What follows belongs to an exercise in optimizing a design on an open flow for small area, a short achievable clock period and few clock cycles per item; a production flow would make more cautious choices. Only simulation tests tie the RTL to the original design; equivalence was not proved. Power and IR drop assume default switching activity.

==> module fsk_demod, before the edit <==
module fsk_demod (
    input  wire        clk,
    input  wire        rst,           
    input  wire        start,
    input  wire [17:0] cfg_sr,
    input  wire [21:0] cfg_thresh,
    input  wire [16:0] cfg_nsamp,      
    output reg         busy,
    output reg         done,
    output wire [16:0] bitcount,
    input  wire        s_valid,
    output wire        s_ready,
    input  wire [15:0] s_cur,
    input  wire [15:0] s_del,
    output reg         w_valid,
    input  wire        w_ready,
    output wire [10:0] w_addr,
    output reg  [31:0] w_data
);
    localparam [1:0] LVL_0    = 2'd0,
                     LVL_127  = 2'd1,
                     LVL_254  = 2'd2,
                     LVL_NONE = 2'd3;
    reg         idle;         
    reg         srdy;
    reg  [17:0] sr;
    reg  [20:0] tq;           
    reg  [16:0] nrem;         
    reg         nz;           
    reg  [14:0] wc;           
    reg         iw;           
    reg  [14:0] u75;          
    reg         fwin;         
    reg  [15:0] pa, pb;       
    reg         vI, eI;       
    reg  [39:0] as, ac;       
    reg         eA;           
    reg         nw;           
    reg         gtD, ltD;     
    reg         eD;
    reg  [1:0]  prev_lvl;
    reg  [18:0] w;            
    reg  [14:0] q;            
    reg         em;           
    reg         ebit;
    reg         fin;          
    reg         fl;           
    reg  [10:0] wa;
    reg  [4:0]  wfill;
    assign s_ready  = srdy;
    assign w_addr   = wa;
    assign bitcount = {1'b0, wa, wfill};
    wire fire   = s_valid && srdy;
    wire n1     = (nrem == 17'd1);
    wire n2     = (nrem == 17'd2);
    wire unit1  = (sr[17:3] < 15'd250);
    wire iw_f   = (iw ? unit1 : (wc < 15'd375)) || n2;    
    wire flight = eI || eA || eD || em;
    wire rdy_f  = !n1 && !(iw_f && (iw || flight));
    wire rdy_n  = nz && !(iw && flight);
    wire [39:0] ms, mc;
    fsk_mac u_mac (
        .a(pa), .b(pb),
        .c(nw ? {19'd0, tq} : as), .d(nw ? {40{1'b1}} : ac),
        .s(ms), .t(mc)
    );
    wire [39:0] k2 = {18'd0, tq, 1'b1};                   
    wire [39:0] nk2 = ~k2;
    wire [39:0] lsn = as ^ ac ^ nk2;
    wire [39:0] lcn = {(as[38:0] & ac[38:0]) | (as[38:0] & nk2[38:0]) |
                       (ac[38:0] & nk2[38:0]), 1'b1};
    wire sgn_gt, sgn_lt;
    fsk_sign40 u_sgt (.x(as), .y(ac), .s(sgn_gt));      
    fsk_sign40 u_slt (.x(lsn), .y(lcn), .s(sgn_lt));    
    wire [1:0]  lvl   = gtD ? LVL_254 : ltD ? LVL_0 : LVL_127;
    wire        first = (prev_lvl == LVL_NONE);
    wire        rend  = !first && (lvl != prev_lvl);
    wire        rnew  = rend || first;                     
    wire        pend  = !w[18];                            
    wire [18:0] u300  = {1'b0, u75, 2'b00};
    wire [18:0] win   = rnew ? {2'b00, sr[17:1]} : w;
    wire [18:0] wsub  = (rnew || pend) ? ~{1'b0, sr} : 19'h7ffff;
    wire [18:0] wnext = win + u300 + wsub + 19'd1;
    wire        tie   = !sr[0] && (w == 19'd0) && !q[0];
    wire        kinc  = pend && !tie;                      
    wire take = w_valid && w_ready;
    wire emit = em && (!w_valid || w_ready);
    wire q_up = eD && (rend ? kinc : (pend && !first));
    wire [14:0] q_pm = q + (q_up ? 15'd1 : 15'h7fff);
    always @(posedge clk) begin
        pa  <= s_cur;
        pb  <= fire ? s_del : 16'd0;
        as  <= ms;
        ac  <= mc;
        gtD <= !sgn_gt;
        ltD <= sgn_lt;
        vI  <= fire;
        if (idle) begin
            sr       <= cfg_sr;
            tq       <= cfg_thresh[21:1];
            nrem     <= cfg_nsamp;
            nz       <= (cfg_nsamp != 17'd0);
            wc       <= cfg_sr[17:3];
            iw       <= (cfg_sr[17:3] < 15'd250) || (cfg_nsamp == 17'd1);
            u75      <= 15'd0;
            fwin     <= 1'b1;
            nw       <= 1'b1;
            prev_lvl <= LVL_NONE;
            q        <= 15'd0;
            fin      <= (cfg_nsamp == 17'd0);
            fl       <= 1'b0;
            wa       <= 11'd0;
            wfill    <= 5'd0;
        end else begin
            if (vI) nw <= eI;
            if (fire) begin
                nrem <= nrem - 17'd1;
                nz   <= !n1;
                iw   <= iw_f;
                wc   <= iw ? sr[17:3] : wc - 15'd125;
                if (fwin) begin
                    u75 <= u75 + 15'd75;
                    if (iw) fwin <= 1'b0;
                end
            end
            if (eD) begin
                prev_lvl <= lvl;
                w        <= wnext;
                if (q_up) q <= q_pm;
                if (rend) ebit <= (prev_lvl != LVL_0);
                if (!nz) fin <= 1'b1;
            end
            if (emit) begin
                w_data <= {ebit, w_data[31:1]};
                q      <= q_pm;
                if (!fl) wfill <= wfill + 5'd1;
            end
            if (take && !fl) wa <= wa + 11'd1;
            if (!fl && fin && !em && !w_valid && wfill != 5'd0) begin
                q    <= {10'd0, 5'd0 - wfill};
                ebit <= 1'b0;
                fl   <= 1'b1;
            end
        end
        if (rst) begin
            busy    <= 1'b0;
            idle    <= 1'b1;
            srdy    <= 1'b0;
            done    <= 1'b0;
            w_valid <= 1'b0;
            eI <= 1'b0; eA <= 1'b0; eD <= 1'b0;
            em      <= 1'b0;
        end else begin
            done <= 1'b0;
            eI <= fire && iw;
            eA <= eI;
            eD <= eA;
            if (idle) begin
                srdy <= start && (cfg_nsamp != 17'd0);
                if (start) begin
                    busy <= 1'b1;
                    idle <= 1'b0;
                end
            end else begin
                srdy <= fire ? rdy_f : rdy_n;
                if (eD && rend)
                    em <= (q != 15'd0) || kinc;
                if (emit) begin
                    if (q == 15'd1) em <= 1'b0;
                    if (fl ? (q == 15'd1) : (wfill == 5'd31)) w_valid <= 1'b1;
                end
                if (take && !(emit && (fl ? (q == 15'd1) : (wfill == 5'd31))))
                    w_valid <= 1'b0;
                if (fl) begin
                    if (take) begin
                        done <= 1'b1;
                        busy <= 1'b0;
                        idle <= 1'b1;
                    end
                end else if (fin && !em && !w_valid) begin
                    if (wfill != 5'd0) begin
                        em <= 1'b1;
                    end else begin
                        done <= 1'b1;
                        busy <= 1'b0;
                        idle <= 1'b1;
                    end
                end
            end
        end
    end
endmodule
Settings: LEC_CHECK=0, CAP_MARGIN=50, CORE_MARGIN=2, CORE_UTILIZATION=40, CTS_CLUSTER_DIAMETER=80, CTS_CLUSTER_SIZE=30, SLEW_MARGIN=70, SYNTH_HIERARCHICAL=1; clock period 15.0 ns.
standard.sh (not shown) runs the stock make flow with config.mk's settings and CLKGATE_MAP_FILE= SYNTH_SCRIPT=/design/flow/synth_recipe.tcl, a recipe that flattens the netlist after the stock synthesis.
==> flow/flow/run.sh <==
#!/bin/bash
# The standard layout (standard.sh: ORFS synthesis through finish, unchanged),
# except that the input and output ports are buffered with plain
# sky130_fd_sc_hd__buf_2 cells instead of the default delay buffers.
# The make output of every step goes to standard_flow.log; each ORFS tool
# writes its own full log under orfs/logs/.
set -euo pipefail
export BUFFER_PORTS_ARGS="-buffer_cell sky130_fd_sc_hd__buf_2"
bash standard.sh > standard_flow.log 2>&1
Testbench counts at the start, summed over its fixed seeds: cycles 96,560, samples 95,084.
Change:
--- a/flow/design.v
+++ b/flow/design.v
@@ -23,5 +23,6 @@
                      LVL_NONE = 2'd3;
     reg         idle;         
-    reg         srdy;
+    reg         srdy;         
+    reg         nrdy;         
     reg  [17:0] sr;
     reg  [20:0] tq;           
@@ -37,5 +38,7 @@
     reg         eA;           
     reg         nw;           
-    reg         gtD, ltD;     
+    reg  [1:0]  lvlD;         
+    reg         rendD;        
+    reg         rnewD;        
     reg         eD;
     reg  [1:0]  prev_lvl;
@@ -47,9 +50,11 @@
     reg         fl;           
     reg  [10:0] wa;
-    reg  [4:0]  wfill;
+    reg  [4:0]  wfill;        
+    reg  [4:0]  nwf;          
+    wire [4:0]  wf = ~nwf;
     assign s_ready  = srdy;
     assign w_addr   = wa;
     assign bitcount = {1'b0, wa, wfill};
-    wire fire   = s_valid && srdy;
+    wire fire   = s_valid && !nrdy;
     wire n1     = (nrem == 17'd1);
     wire n2     = (nrem == 17'd2);
@@ -73,8 +78,8 @@
     fsk_sign40 u_sgt (.x(as), .y(ac), .s(sgn_gt));      
     fsk_sign40 u_slt (.x(lsn), .y(lcn), .s(sgn_lt));    
-    wire [1:0]  lvl   = gtD ? LVL_254 : ltD ? LVL_0 : LVL_127;
+    wire [1:0]  lvl   = !sgn_gt ? LVL_254 : sgn_lt ? LVL_0 : LVL_127;
     wire        first = (prev_lvl == LVL_NONE);
-    wire        rend  = !first && (lvl != prev_lvl);
-    wire        rnew  = rend || first;                     
+    wire        rend  = rendD;
+    wire        rnew  = rnewD;
     wire        pend  = !w[18];                            
     wire [18:0] u300  = {1'b0, u75, 2'b00};
@@ -93,6 +98,7 @@
         as  <= ms;
         ac  <= mc;
-        gtD <= !sgn_gt;
-        ltD <= sgn_lt;
+        lvlD  <= lvl;
+        rendD <= !first && (lvl != prev_lvl);
+        rnewD <= first || (lvl != prev_lvl);
         vI  <= fire;
         if (idle) begin
@@ -112,4 +118,5 @@
             wa       <= 11'd0;
             wfill    <= 5'd0;
+            nwf      <= 5'h1f;
         end else begin
             if (vI) nw <= eI;
@@ -125,5 +132,5 @@
             end
             if (eD) begin
-                prev_lvl <= lvl;
+                prev_lvl <= lvlD;
                 w        <= wnext;
                 if (q_up) q <= q_pm;
@@ -134,9 +141,12 @@
                 w_data <= {ebit, w_data[31:1]};
                 q      <= q_pm;
-                if (!fl) wfill <= wfill + 5'd1;
+                if (!fl) begin
+                    wfill <= wfill + 5'd1;
+                    nwf   <= ~(wf + 5'd1);
+                end
             end
             if (take && !fl) wa <= wa + 11'd1;
-            if (!fl && fin && !em && !w_valid && wfill != 5'd0) begin
-                q    <= {10'd0, 5'd0 - wfill};
+            if (!fl && fin && !em && !w_valid && wf != 5'd0) begin
+                q    <= {10'd0, 5'd0 - wf};
                 ebit <= 1'b0;
                 fl   <= 1'b1;
@@ -147,4 +157,5 @@
             idle    <= 1'b1;
             srdy    <= 1'b0;
+            nrdy    <= 1'b1;
             done    <= 1'b0;
             w_valid <= 1'b0;
@@ -158,4 +169,5 @@
             if (idle) begin
                 srdy <= start && (cfg_nsamp != 17'd0);
+                nrdy <= !(start && (cfg_nsamp != 17'd0));
                 if (start) begin
                     busy <= 1'b1;
@@ -164,11 +176,12 @@
             end else begin
                 srdy <= fire ? rdy_f : rdy_n;
+                nrdy <= !(fire ? rdy_f : rdy_n);
                 if (eD && rend)
                     em <= (q != 15'd0) || kinc;
                 if (emit) begin
                     if (q == 15'd1) em <= 1'b0;
-                    if (fl ? (q == 15'd1) : (wfill == 5'd31)) w_valid <= 1'b1;
+                    if (fl ? (q == 15'd1) : (wf == 5'd31)) w_valid <= 1'b1;
                 end
-                if (take && !(emit && (fl ? (q == 15'd1) : (wfill == 5'd31))))
+                if (take && !(emit && (fl ? (q == 15'd1) : (wf == 5'd31))))
                     w_valid <= 1'b0;
                 if (fl) begin
@@ -179,5 +192,5 @@
                     end
                 end else if (fin && !em && !w_valid) begin
-                    if (wfill != 5'd0) begin
+                    if (wf != 5'd0) begin
                         em <= 1'b1;
                     end else begin
Wire length rises by about 6%.
Power rises by 2.8%.
Via count rises by about 2.6%.
Die area rises by about 1.8%.
Clock power rises by about 6.4%.
Global-route usage rises by 0.63 points.
Final area rises by about 2.5%.
Register-to-register slack improves by 0.68 ns.
Testbench counts after the change, summed over its fixed seeds: cycles 96,560, samples 95,084.

## re-timing with driven ports
In the flow no input, the clock included, has a driving cell. The finished layouts below were timed again as built, in two steps.
Step 1 sets driving cells, clkbuf_16 on the clock port and buf_2 on the other inputs (assumed; they add their load-dependent delay and slew).
Step 2 moves the port delays by t, midway between the first and last clock arrival at a register: inputs arrive t later, outputs are due t later. That takes back most of the time a late clock gives input paths.
Three values: ideal ports, drivers, drivers and shift; two values: the first two.
run | t (ns) | setup WS [ns] | clock arrival spread, ns | slew at the worst register clock pin (ns) | worst slew at a driven data input, ns
the first run | 0.621 | 10.411 / 10.411 / 10.367 | 0.030 / 0.030 | 0.09 / 0.09 | 0.06
the second run | 0.639 | 10.789 / 10.734 / 10.293 | 0.028 / 0.027 | 0.09 / 0.09 | 0.09
After both steps setup and hold are still met in every run listed. For the second run, which loses most, drivers alone change the setup slack by -0.055 ns; drivers and shift together by -0.496 ns.
